This design comes from an exercise in tuning for small area on the open sky130 flow, not from production work.
At most, simulation tests tie the RTL to the original design; equivalence was not proved.

==> try-tundra: inputs <==
==> flow/design.v <==
module eeprom93c86_ctrl (
    input  wire        clk,
    input  wire        rst,           
    input  wire        host_we,
    input  wire [2:0]  host_addr,
    input  wire [31:0] host_wdata,
    output reg  [31:0] host_rdata,
    output wire        ee_cs,
    output reg         ee_clk,
    output reg         ee_di,
    output reg         ee_cs_oe,
    output reg         ee_clk_oe,
    output reg         ee_di_oe,
    input  wire        ee_do,
    output wire [31:0] pinmap
);
    reg [15:0] addr_reg;
    reg [15:0] data_reg;
    reg [7:0]  result_reg;
    reg [31:0] pinmap_reg;
    reg        st_busy, st_to, st_init, st_ovr, st_noinit, st_illop;
    reg [6:0]  c;       
    reg [4:0]  b;       
    reg [20:0] S;       
    reg        lg;      
    reg        pl;      
    assign pinmap = pinmap_reg;
    wire [2:0] op = host_wdata[2:0];
    wire rd = lg && !pl;                                
    wire accept = host_we && host_addr == 3'd0 && !st_busy && op != 3'd7;
    wire c0   = (c == 7'b0000000);
    wire c1   = (c == 7'b0000001);
    wire c50  = (c == 7'b1010110);
    wire c51  = (c == 7'b0101100);
    wire c52  = (c == 7'b1011000);
    wire c102 = (c == 7'b1011010);
    wire cfg      = b == 5'd1;
    wire startbit = b == 5'd2;
    wire send     = !(b[4] && (b[3] || rd));             
    wire recv     = rd && b[4] && !b[3];                 
    wire b24      = b[4] && b[3] && !b[1] && !b[0];
    wire poll     = b[4] && b[3] && b[0];                
    wire b26      = b[4] && b[3] && b[1];                
    wire tmo      = (S[20:8] == 13'b0110110000010);      
    wire lfsr_fb  = ~(S[20] ^ S[11] ^ S[10] ^ S[8]);
    wire di_step  = st_busy && c0 && send;
    wire sh_send  = di_step && !startbit;
    wire sh_recv  = st_busy && c51 && recv;
    wire sh_poll  = st_busy && c50 && poll;
    assign ee_cs = st_busy && !cfg;
    wire deselect = st_busy && ((c0 && b24 && !pl) || (c0 && poll && tmo) || b26);
    always @(*) begin
        case (host_addr)
            3'd1:    host_rdata = {16'd0, addr_reg};
            3'd2:    host_rdata = {16'd0, data_reg};
            3'd3:    host_rdata = {24'd0, result_reg};
            3'd4:    host_rdata = {26'd0, st_illop, st_noinit, st_ovr, st_init, st_to, st_busy};
            3'd5:    host_rdata = pinmap_reg;
            default: host_rdata = 32'd0;
        endcase
    end
    wire        shortc = !op[0] && op != 3'd6;           
    wire [20:0] S_load = {
        !op[2] && !op[0],                                
        op == 3'd2 || op == 3'd4,                        
        shortc ? addr_reg[10] : (op == 3'd1 || op == 3'd3),
        shortc ? addr_reg[9]  : (op == 3'd1 || op == 3'd5),
        addr_reg[8:0],
        (op == 3'd4 || op == 3'd5) ? data_reg[7:0] : 8'd0
    };
    wire sh_hi = !accept && (sh_send || sh_recv || sh_poll);
    wire sh_lo = !accept && (sh_send || sh_recv);
    wire ho_hi = !accept && !(sh_send || sh_recv || sh_poll);
    wire ho_lo = !accept && !(sh_send || sh_recv);
    wire [20:0] S_prev = {S[19:8], sh_poll ? lfsr_fb : S[7], S[6:0], rd && ee_do};
    wire [20:0] S_sh   = {{13{sh_hi}}, {8{sh_lo}}};
    wire [20:0] S_ho   = {{13{ho_hi}}, {8{ho_lo}}};
    always @(posedge clk) begin
        S <= ({21{accept}} & S_load) | (S_sh & S_prev) | (S_ho & S);
        if (accept) begin
            c  <= 7'b1100101;                              
            b  <= 5'd1;
            lg <= op == 3'd0 || op == 3'd4 || op == 3'd5;
            pl <= op[2] ^ op[1];                             
        end else begin
            if (c102 || (poll && c50) || (c0 && b24))
                c <= 7'd0;
            else
                c <= {c[5:0], ~(c[6] ^ c[5])};
            if (c102 || (c0 && (b24 || (poll && ee_do))))
                b <= (b + 5'd1) | {1'b0, startbit && !lg, 3'b000};    
        end
    end
    always @(posedge clk) begin
        if (rst) begin
            addr_reg   <= 16'd0;
            data_reg   <= 16'd0;
            result_reg <= 8'd0;
            pinmap_reg <= 32'd0;
            st_busy    <= 1'b0;
            st_to      <= 1'b0;
            st_init    <= 1'b0;
            st_ovr     <= 1'b0;
            st_noinit  <= 1'b0;
            st_illop   <= 1'b0;
            ee_clk     <= 1'b0;
            ee_di      <= 1'b0;
            ee_cs_oe   <= 1'b0;
            ee_clk_oe  <= 1'b0;
            ee_di_oe   <= 1'b0;
        end else begin
            ee_cs_oe  <= ee_cs_oe | st_busy;
            ee_clk_oe <= ee_cs_oe;
            ee_di_oe  <= ee_clk_oe;
            if (di_step)
                ee_di <= startbit | S[20];
            if (st_busy && ((c1 && send) || (c0 && recv)))
                ee_clk <= 1'b1;
            else if (c52)
                ee_clk <= 1'b0;
            if (deselect) begin
                result_reg <= S[7:0];
                st_to      <= poll;
                st_busy    <= 1'b0;
            end
            if (host_we) begin
                case (host_addr)
                    3'd0: begin
                        if (st_busy) begin
                            st_ovr <= 1'b1;
                        end else if (op == 3'd7) begin
                            st_illop <= 1'b1;
                        end else begin
                            if (!st_init) st_noinit <= 1'b1;
                            st_to   <= 1'b0;
                            st_busy <= 1'b1;
                        end
                    end
                    3'd1: addr_reg <= host_wdata[15:0];
                    3'd2: data_reg <= host_wdata[15:0];
                    3'd4: begin
                        if (host_wdata[3]) st_ovr    <= 1'b0;
                        if (host_wdata[4]) st_noinit <= 1'b0;
                        if (host_wdata[5]) st_illop  <= 1'b0;
                    end
                    3'd5: begin
                        if (st_busy) begin
                            st_ovr <= 1'b1;
                        end else begin
                            pinmap_reg <= host_wdata;
                            st_init    <= 1'b1;
                        end
                    end
                    default: ;
                endcase
            end
        end
    end
endmodule
==> flow/flow/run.sh <==
#!/bin/bash
# The standard layout, with two changes:
#  - ABC maps for area only (no buffering / upsizing for the 0.01 pF output load,
#    which the port buffers isolate anyway);
#  - a smaller clock tree (clkbuf_4 leaves, no dummy loads);
#  - the port buffers are buf_1 instead of the default clkdlybuf4s50_1.
set -e
rm -rf scripts_local
cp -r "$FLOW_HOME/scripts" scripts_local
cp flow/abc_area.script scripts_local/abc_area.script
export SCRIPTS_DIR="$PWD/scripts_local"
export ABC_AREA=1
export CTS_ARGS="-sink_clustering_enable -sink_clustering_size 60 -sink_clustering_max_diameter 150 -buf_list sky130_fd_sc_hd__clkbuf_4 -root_buf sky130_fd_sc_hd__clkbuf_8 -dont_use_dummy_load -repair_clock_nets"
export BUFFER_PORTS_ARGS="-buffer_cell sky130_fd_sc_hd__buf_1"
bash standard.sh > standard.log 2>&1
==> flow/flow/abc_area.script <==
strash
dch -f
amap
strash
dch -f
amap
topo
dnsize -c
==> flow/standard.sh <==
#!/bin/bash
# synth_recipe.tcl (not shown) runs the flow's synth.tcl, then flattens the netlist and writes it again
# the make line also repeats each setting of config.mk as NAME=value (left out here)
make -C /OpenROAD-flow-scripts/flow DESIGN_CONFIG=/design/flow/config.mk WORK_HOME=/design/flow/orfs CLKGATE_MAP_FILE= SYNTH_SCRIPT=/design/flow/synth_recipe.tcl "${@:-finish}"
==> flow/config.mk <==
export PLATFORM = sky130hd
export DESIGN_NAME = eeprom93c86_ctrl
export DESIGN_NICKNAME = eeprom93c86_ctrl
export VERILOG_FILES = /design/flow/design.v
export SDC_FILE = /design/flow/constraint.sdc
export NUM_CORES = 4
export LEC_CHECK = 0
export CAP_MARGIN = 20
export CORE_MARGIN = 2
export CORE_UTILIZATION = 80
export SLEW_MARGIN = 20
==> flow/constraint.sdc <==
create_clock -name core_clock -period 20.0 [get_ports {clk}]
set_input_delay 4.0000 -clock core_clock [delete_from_list [all_inputs] [get_ports {clk}]]
set_output_delay 4.0000 -clock core_clock [all_outputs]
set_load 0.01 [all_outputs]
==> try-garnet: changes against try-tundra <==
==> flow/design.v, changed modules only <==
module eeprom93c86_ctrl (
    input  wire        clk,
    input  wire        rst,           
    input  wire        host_we,
    input  wire [2:0]  host_addr,
    input  wire [31:0] host_wdata,
    output reg  [31:0] host_rdata,
    output reg         ee_cs,
    output reg         ee_clk,
    output reg         ee_di,
    output reg         ee_cs_oe,
    output reg         ee_clk_oe,
    output reg         ee_di_oe,
    input  wire        ee_do,
    output wire [31:0] pinmap
);
    reg [15:0] addr_reg;
    reg [15:0] data_reg;
    reg [7:0]  result_reg;
    reg [31:0] pinmap_reg;
    reg        st_busy, st_to, st_init, st_ovr, st_noinit, st_illop;
    reg [6:0]  c;       
    reg [4:0]  b;       
    reg [21:0] S;       
    reg        rd;      
    reg        pl;      
    assign pinmap = pinmap_reg;
    wire [2:0] op = host_wdata[2:0];
    wire accept = host_we && host_addr == 3'd0 && !st_busy && op != 3'd7;
    wire c0   = (c == 7'd0);
    wire c1   = (c == 7'd1);
    wire c50  = (c == 7'd50);
    wire c51  = (c == 7'd51);
    wire c52  = (c == 7'd52);
    wire c102 = (c == 7'd102);
    wire send     = !(b[4] && (b[3] || rd));             
    wire recv     = rd && b[4] && !b[3];                 
    wire b24      = b[4] && b[3] && !b[1] && !b[0];
    wire poll     = b[4] && b[3] && b[0];                
    wire b26      = b[4] && b[3] && b[1];                
    wire tmo      = (S[20:8] == 13'b0110110000010);      
    wire lfsr_fb  = ~(S[20] ^ S[11] ^ S[10] ^ S[8]);
    wire di_step  = st_busy && c0 && send;
    wire sh_send  = di_step;
    wire sh_recv  = st_busy && c51 && recv;
    wire sh_poll  = st_busy && c50 && poll;
    wire deselect = st_busy && ((c0 && b24 && !pl) || (c0 && poll && tmo) || b26);
    always @(*) begin
        case (host_addr)
            3'd1:    host_rdata = {16'd0, addr_reg};
            3'd2:    host_rdata = {16'd0, data_reg};
            3'd3:    host_rdata = {24'd0, result_reg};
            3'd4:    host_rdata = {26'd0, st_illop, st_noinit, st_ovr, st_init, st_to, st_busy};
            3'd5:    host_rdata = pinmap_reg;
            default: host_rdata = 32'd0;
        endcase
    end
    wire        shortc = !op[0] && op != 3'd6;           
    wire [21:0] S_load = {
        1'b1,                                            
        !op[2] && !op[0],                                
        op == 3'd2 || op == 3'd4,                        
        shortc ? addr_reg[10] : (op == 3'd1 || op == 3'd3),
        shortc ? addr_reg[9]  : (op == 3'd1 || op == 3'd5),
        addr_reg[8:0],
        (op == 3'd4 || op == 3'd5) ? data_reg[7:0] : 8'd0
    };
    always @(posedge clk) begin
        if (accept) begin
            c  <= 7'd98;
            b  <= (op == 3'd0 || op == 3'd4 || op == 3'd5) ? 5'd1 : 5'd9;
            S  <= S_load;
            rd <= op == 3'd0;
            pl <= op[2] ^ op[1];                             
        end else begin
            if (c102 || (poll && c50) || (c0 && b24))
                c <= 7'd0;
            else
                c <= c + 7'd1;
            if (c102 || (c0 && (b24 || (poll && ee_do))))
                b <= b + 5'd1;
            if (sh_send || sh_recv || sh_poll)
                S[21:9] <= S[20:8];
            if (sh_send || sh_recv)
                S[8] <= S[7];
            else if (sh_poll)
                S[8] <= lfsr_fb;
            if (sh_send || sh_recv)
                S[7:0] <= {S[6:0], rd && ee_do};
        end
    end
    always @(posedge clk) begin
        if (rst) begin
            addr_reg   <= 16'd0;
            data_reg   <= 16'd0;
            result_reg <= 8'd0;
            pinmap_reg <= 32'd0;
            st_busy    <= 1'b0;
            st_to      <= 1'b0;
            st_init    <= 1'b0;
            st_ovr     <= 1'b0;
            st_noinit  <= 1'b0;
            st_illop   <= 1'b0;
            ee_clk     <= 1'b0;
            ee_cs      <= 1'b0;
            ee_di      <= 1'b0;
            ee_cs_oe   <= 1'b0;
            ee_clk_oe  <= 1'b0;
            ee_di_oe   <= 1'b0;
        end else begin
            ee_cs_oe  <= ee_cs_oe | st_busy;
            ee_clk_oe <= ee_cs_oe;
            ee_di_oe  <= ee_clk_oe;
            if (di_step)
                ee_di <= S[21];
            if (st_busy && ((c1 && send) || (c0 && recv)))
                ee_clk <= 1'b1;
            else if (c52)
                ee_clk <= 1'b0;
            if (deselect)
                ee_cs <= 1'b0;
            else if (st_busy && c102)
                ee_cs <= 1'b1;
            if (deselect) begin
                result_reg <= S[7:0];
                st_to      <= poll;
                st_busy    <= 1'b0;
            end
            if (host_we) begin
                case (host_addr)
                    3'd0: begin
                        if (st_busy) begin
                            st_ovr <= 1'b1;
                        end else if (op == 3'd7) begin
                            st_illop <= 1'b1;
                        end else begin
                            if (!st_init) st_noinit <= 1'b1;
                            st_to   <= 1'b0;
                            st_busy <= 1'b1;
                        end
                    end
                    3'd1: addr_reg <= host_wdata[15:0];
                    3'd2: data_reg <= host_wdata[15:0];
                    3'd4: begin
                        if (host_wdata[3]) st_ovr    <= 1'b0;
                        if (host_wdata[4]) st_noinit <= 1'b0;
                        if (host_wdata[5]) st_illop  <= 1'b0;
                    end
                    3'd5: begin
                        if (st_busy) begin
                            st_ovr <= 1'b1;
                        end else begin
                            pinmap_reg <= host_wdata;
                            st_init    <= 1'b1;
                        end
                    end
                    default: ;
                endcase
            end
        end
    end
endmodule
==> flow/run.sh (new file) <==
#!/bin/bash
# synth_recipe.tcl (not shown) runs the flow's synth.tcl, then flattens the netlist and writes it again
# the make line also repeats each setting of config.mk as NAME=value (left out here)
make -C /OpenROAD-flow-scripts/flow DESIGN_CONFIG=/design/flow/config.mk WORK_HOME=/design/flow/orfs CLKGATE_MAP_FILE= SYNTH_SCRIPT=/design/flow/synth_recipe.tcl finish
Settings changed: CORE_UTILIZATION 80 to 70, CTS_BUF_LIST set to sky130_fd_sc_hd__clkbuf_4, CTS_CLUSTER_DIAMETER set to 60, CTS_CLUSTER_SIZE set to 30.
removed: flow/flow/run.sh
removed: flow/flow/abc_area.script
removed: flow/standard.sh
==> notes <==
Of try-tundra and try-garnet, try-garnet has the higher synthesized cell count (gap about 20%, measured against try-garnet).
Against try-tundra, the synthesized area of try-garnet is larger by about 18%.
try-garnet went through all stages and came out clean. try-tundra ended with an error in 3_3_place_gp on GPL-0301.
==> figures <==
	try-tundra	try-garnet
Count of cell types in the netlist	32	47
Simple logic cell fraction of the synthesized area	0.169	0.259
Number of synthesized flops with an enable pin	2	28
Outcome	aborted with a tool error	no timing/DRC/antenna violations
Last stage reached	3_3_place_gp	-
Width of the die	80.2 microns	92.5 microns
Cells after Synth	538	667
Sequential cell area fraction in the yosys report	0.512	0.489
Number of rows created at floorplan	27	32
Adder-cell area share of the yosys netlist	0.00807	0.0114
Most repeated cell in the gate-level netlist after synthesis	dfxtp_1	nand2_1
Portion of synthesized cell area occupied by the leading cell type	0.499	0.336
Starting utilization of the core area	0.834	0.717
Flops & latches, synth	118	120
Share of cell area taken by muxes after synthesis	0	0.0365
Fraction of the mapped netlist area in compound gates	0.253	0.141
No functional check of the RTL was part of try-tundra.

-- separate check: timing with driven ports --
No port has a modelled driver above. Below, the same layout with a new extraction and two added sets of constraints.
Step 1 (the two cells are an assumption about what drives the block):
set clk [get_ports {clk}]
set_driving_cell -lib_cell sky130_fd_sc_hd__clkbuf_16 $clk
set_driving_cell -lib_cell sky130_fd_sc_hd__buf_2 [delete_from_list [all_inputs] $clk]
Step 2 adds t to the input delays and takes it off the output delays; t is the mean of the earliest and latest rising clock arrival at the registers after step 1. Input paths then give back, and output paths get back, about the clock's delay inside the block.
a / b / c = no drivers / after step 1 / after step 2; a / b = the first two.
run: try-garnet
t, ns: 0.562
slack for setup (ns): 8.755 / 8.724 / 8.724
worst register clock-pin slew, ns: 0.12 / 0.12
pins driven straight from the clock port: 1
After both steps try-garnet still meets setup and hold. The setup slack of try-garnet moves by -0.031 ns with the drivers and by -0.031 ns with both steps.
